Source: an optimization exercise on an open RTL-to-GDS flow (aim: small area). Production flows keep margins and buffers that such runs may drop. Function was checked by simulation only, so behaviour that the tests miss may differ from the original.

Setup of north:
// nlp_softmax_core
module nlp_softmax_core (
    input  wire        clk,
    input  wire        reset,
    input  wire        ma_in_valid,
    input  wire [9:0]  ma_in_addr,
    input  wire [63:0] ma_in_word,
    output wire        max_valid,
    output wire [9:0]  max_addr,
    output wire [15:0] max_data,
    output wire        vec_valid,
    output wire [9:0]  vec_addr,
    output wire [15:0] vec_out,
    output wire [31:0] acc_out,
    output wire [15:0] gmax_out,
    input  wire        rp_stall,
    output wire [3:0]  ks_out,
    output wire [15:0] thr_out,
    input  wire        div_in_valid,
    input  wire [15:0] div_lmax_in,
    input  wire [15:0] div_ky_in,
    output wire        div_out_valid,
    output wire [63:0] div_out_word
);
    reg  [15:0] gmax;
    wire        max_ge_gmax;
    wire        keep = !max_valid ||
                       ((gmax[15] ^ max_data[15]) ? max_data[15] : (gmax[15] ^ !max_ge_gmax));
    always @(posedge clk) begin
        if (reset)
            gmax <= 16'hFBFF;
        else
            gmax <= keep ? gmax : max_data;
    end
    assign gmax_out = gmax;
    nlp_pipe_ma u_ma (
        .clk(clk), .reset(reset),
        .in_valid(ma_in_valid), .in_addr(ma_in_addr), .in_word(ma_in_word),
        .gmax_in(gmax),
        .max_valid(max_valid), .max_addr(max_addr), .max_data(max_data),
        .vec_valid(vec_valid), .vec_addr(vec_addr), .vec_out(vec_out),
        .acc_out(acc_out), .max_ge_gmax(max_ge_gmax)
    );
    wire thr_f, thr_nz;
    nlp_pipe_rp u_rp (
        .clk(clk), .reset(reset), .stall(rp_stall),
        .x_in(acc_out),
  ...
For scale: roughly 3500 cells after synthesis, about 360 flip-flops, about 300 I/O pins, about 0.024 mm2 of cells after synthesis.
==> flow/config.mk <==
export PLATFORM = sky130hd
export DESIGN_NAME = nlp_softmax_core
export DESIGN_NICKNAME = nlp_softmax_core
export VERILOG_FILES = /design/flow/design.v
export SDC_FILE = /design/flow/constraint.sdc
export NUM_CORES = 4
export LEC_CHECK = 0
export ABC_AREA = 1
export CAP_MARGIN = 20
export CORE_MARGIN = 2
export CORE_UTILIZATION = 55
export CTS_BUF_LIST = sky130_fd_sc_hd__clkbuf_8
export CTS_CLUSTER_DIAMETER = 50
export CTS_CLUSTER_SIZE = 16
export PLACE_DENSITY = 0.68
export SLEW_MARGIN = 20
==> flow/constraint.sdc <==
create_clock -name core_clock -period 25.0 [get_ports {clk}]
set_input_delay 5.0000 -clock core_clock [delete_from_list [all_inputs] [get_ports {clk}]]
set_output_delay 5.0000 -clock core_clock [all_outputs]
set_load 0.01 [all_outputs]
standard.sh (not shown) runs the stock make flow with config.mk's settings and CLKGATE_MAP_FILE= SYNTH_SCRIPT=/design/flow/synth_recipe.tcl, a recipe that flattens the netlist after the stock synthesis.
==> flow/flow/run.sh <==
#!/bin/bash
# Layout flow: the standard layout (standard.sh) with its synthesis's
# technology mapping changed (see synth_small.tcl) and the port buffers made
# of the smallest buffer cell. The standard synthesis is
# run as well, into orfs_ref/, and the registers of both netlists (names and
# cell types) are compared; if they differ the standard flow is used instead.
# Every tool's output goes to a log file in the work folder.
set -uo pipefail
W=$(pwd)
export SMALL_ABC_SCRIPT=$W/flow/abc_small.script

MAKELINE=$(grep '^make ' standard.sh)
REFLINE=${MAKELINE//WORK_HOME=$W\/orfs/WORK_HOME=$W\/orfs_ref}
MYLINE=${MAKELINE//SYNTH_SCRIPT=$W\/synth_recipe.tcl/SYNTH_SCRIPT=$W\/flow\/synth_small.tcl ADDER_MAP_FILE=$W\/flow\/adders_plain.v}
MYLINE=${MYLINE//\"\$\{@:-finish\}\"/}
# port buffers of the smallest buffer cell rather than the delay buffer
MYLINE="$MYLINE BUFFER_PORTS_ARGS='-buffer_cell sky130_fd_sc_hd__buf_1'"
# adders as yosys's plain carry chains, not mapped to Kogge-Stone carry
# lookahead before ABC (a non-empty SYNTH_OPERATIONS_ARGS replaces that map;
# -nofsm is already given to every synth call)
MYLINE="$MYLINE SYNTH_OPERATIONS_ARGS=-nofsm"
REFLINE=${REFLINE//\"\$\{@:-finish\}\"/}

regs() {
  # instance name and cell type (drive strength dropped) of every flip-flop
  awk '/^ *sky130_fd_sc_hd__(df|sdf|edf|dlx|dlr)/ {c=$1; sub(/_[0-9]+$/, "", c); print c, $2}' "$1" | sort
}

eval "$REFLINE synth" > $W/ref_synth.log 2>&1 &
REFPID=$!
eval "$MYLINE synth" > $W/small_synth.log 2>&1
MYRC=$?
wait $REFPID
REFRC=$?

R=orfs/results/${FLOW_PLATFORM}/nlp_softmax_core/base/1_2_yosys.v
RR=orfs_ref/results/${FLOW_PLATFORM}/nlp_softmax_core/base/1_2_yosys.v
OK=0
if [[ $MYRC -eq 0 && $REFRC -eq 0 && -f $R && -f $RR ]]; then
  regs $R > $W/regs_small.txt
  regs $RR > $W/regs_ref.txt
  if [[ -s $W/regs_ref.txt ]] && cmp -s $W/regs_small.txt $W/regs_ref.txt; then
    OK=1
  fi
fi
echo "small synthesis rc=$MYRC reference rc=$REFRC registers match=$OK" > $W/flow_choice.log

if [[ $OK -eq 1 ]]; then
  eval "$MYLINE finish" > $W/layout.log 2>&1
else
  rm -rf $W/orfs
  bash standard.sh synth > $W/std_synth.log 2>&1
  bash standard.sh finish > $W/layout.log 2>&1
fi
RES=orfs/results/${FLOW_PLATFORM}/nlp_softmax_core/base
if [[ -f $RES/6_final.odb ]]; then
  : # left out here: write the final layout as DEF
fi
Other scripts of this flow, unchanged in this note and not shown: flow/flow/abc_small.script, flow/flow/adders_plain.v, flow/flow/synth_small.tcl
The following lists how south was set up differently from north:
diff --git a/flow/config.mk b/flow/config.mk
--- a/flow/config.mk
+++ b/flow/config.mk
@@ -11,6 +11,6 @@
 export CORE_UTILIZATION = 55
 export CTS_BUF_LIST = sky130_fd_sc_hd__clkbuf_8
-export CTS_CLUSTER_DIAMETER = 50
-export CTS_CLUSTER_SIZE = 16
+export CTS_CLUSTER_DIAMETER = 60
+export CTS_CLUSTER_SIZE = 20
 export PLACE_DENSITY = 0.68
 export SLEW_MARGIN = 20
## What came out
- Reported for south and north, largest net degree at the start of global routing turned out identical to the last digit.
- [south vs north] met3 usage: lower in south
- Taking north as the reference, in south area overhead of the layout relative to synthesis fell 0.62 points, total wire length after detailed routing about even.
- Share of final-layout standard cells stronger than drive strength 1 sits lower in south than in north.
- Routed length on met2 in south is about 0.33% above north.
- south and north ended up with roughly the same global-route wire length before repair.
- Total iterations of the first detailed-routing run on south is up relative to north.

[afterwards: timing with drivers on the ports]
How much do the figures lean on ideal ports? The routed layouts below were timed once more, with nothing changed but the port constraints. Step 1: set_driving_cell puts a clkbuf_16 on clk and a buf_2 on each other input, an assumption about the parent block. Step 2, shift: input delay + t, output delay - t, t = (earliest + latest rising clock arrival at the registers) / 2. This alone moves slack from input paths to output paths. Slacks: ideal ports / drivers / drivers and shift; pairs: ideal ports / drivers.
| run | t, ns | slack for setup (ns) | worst setup path after step 2 |
|---|---|---|---|
| north | 0.661 | 5.764 / 5.796 / 5.136 | input to register |
| south | 0.712 | 5.825 / 5.857 / 5.145 | input to register |
After both steps setup and hold are still met in every run listed. The setup slack of south, which loses most, moves by +0.032 ns with the drivers and by -0.680 ns with both steps.
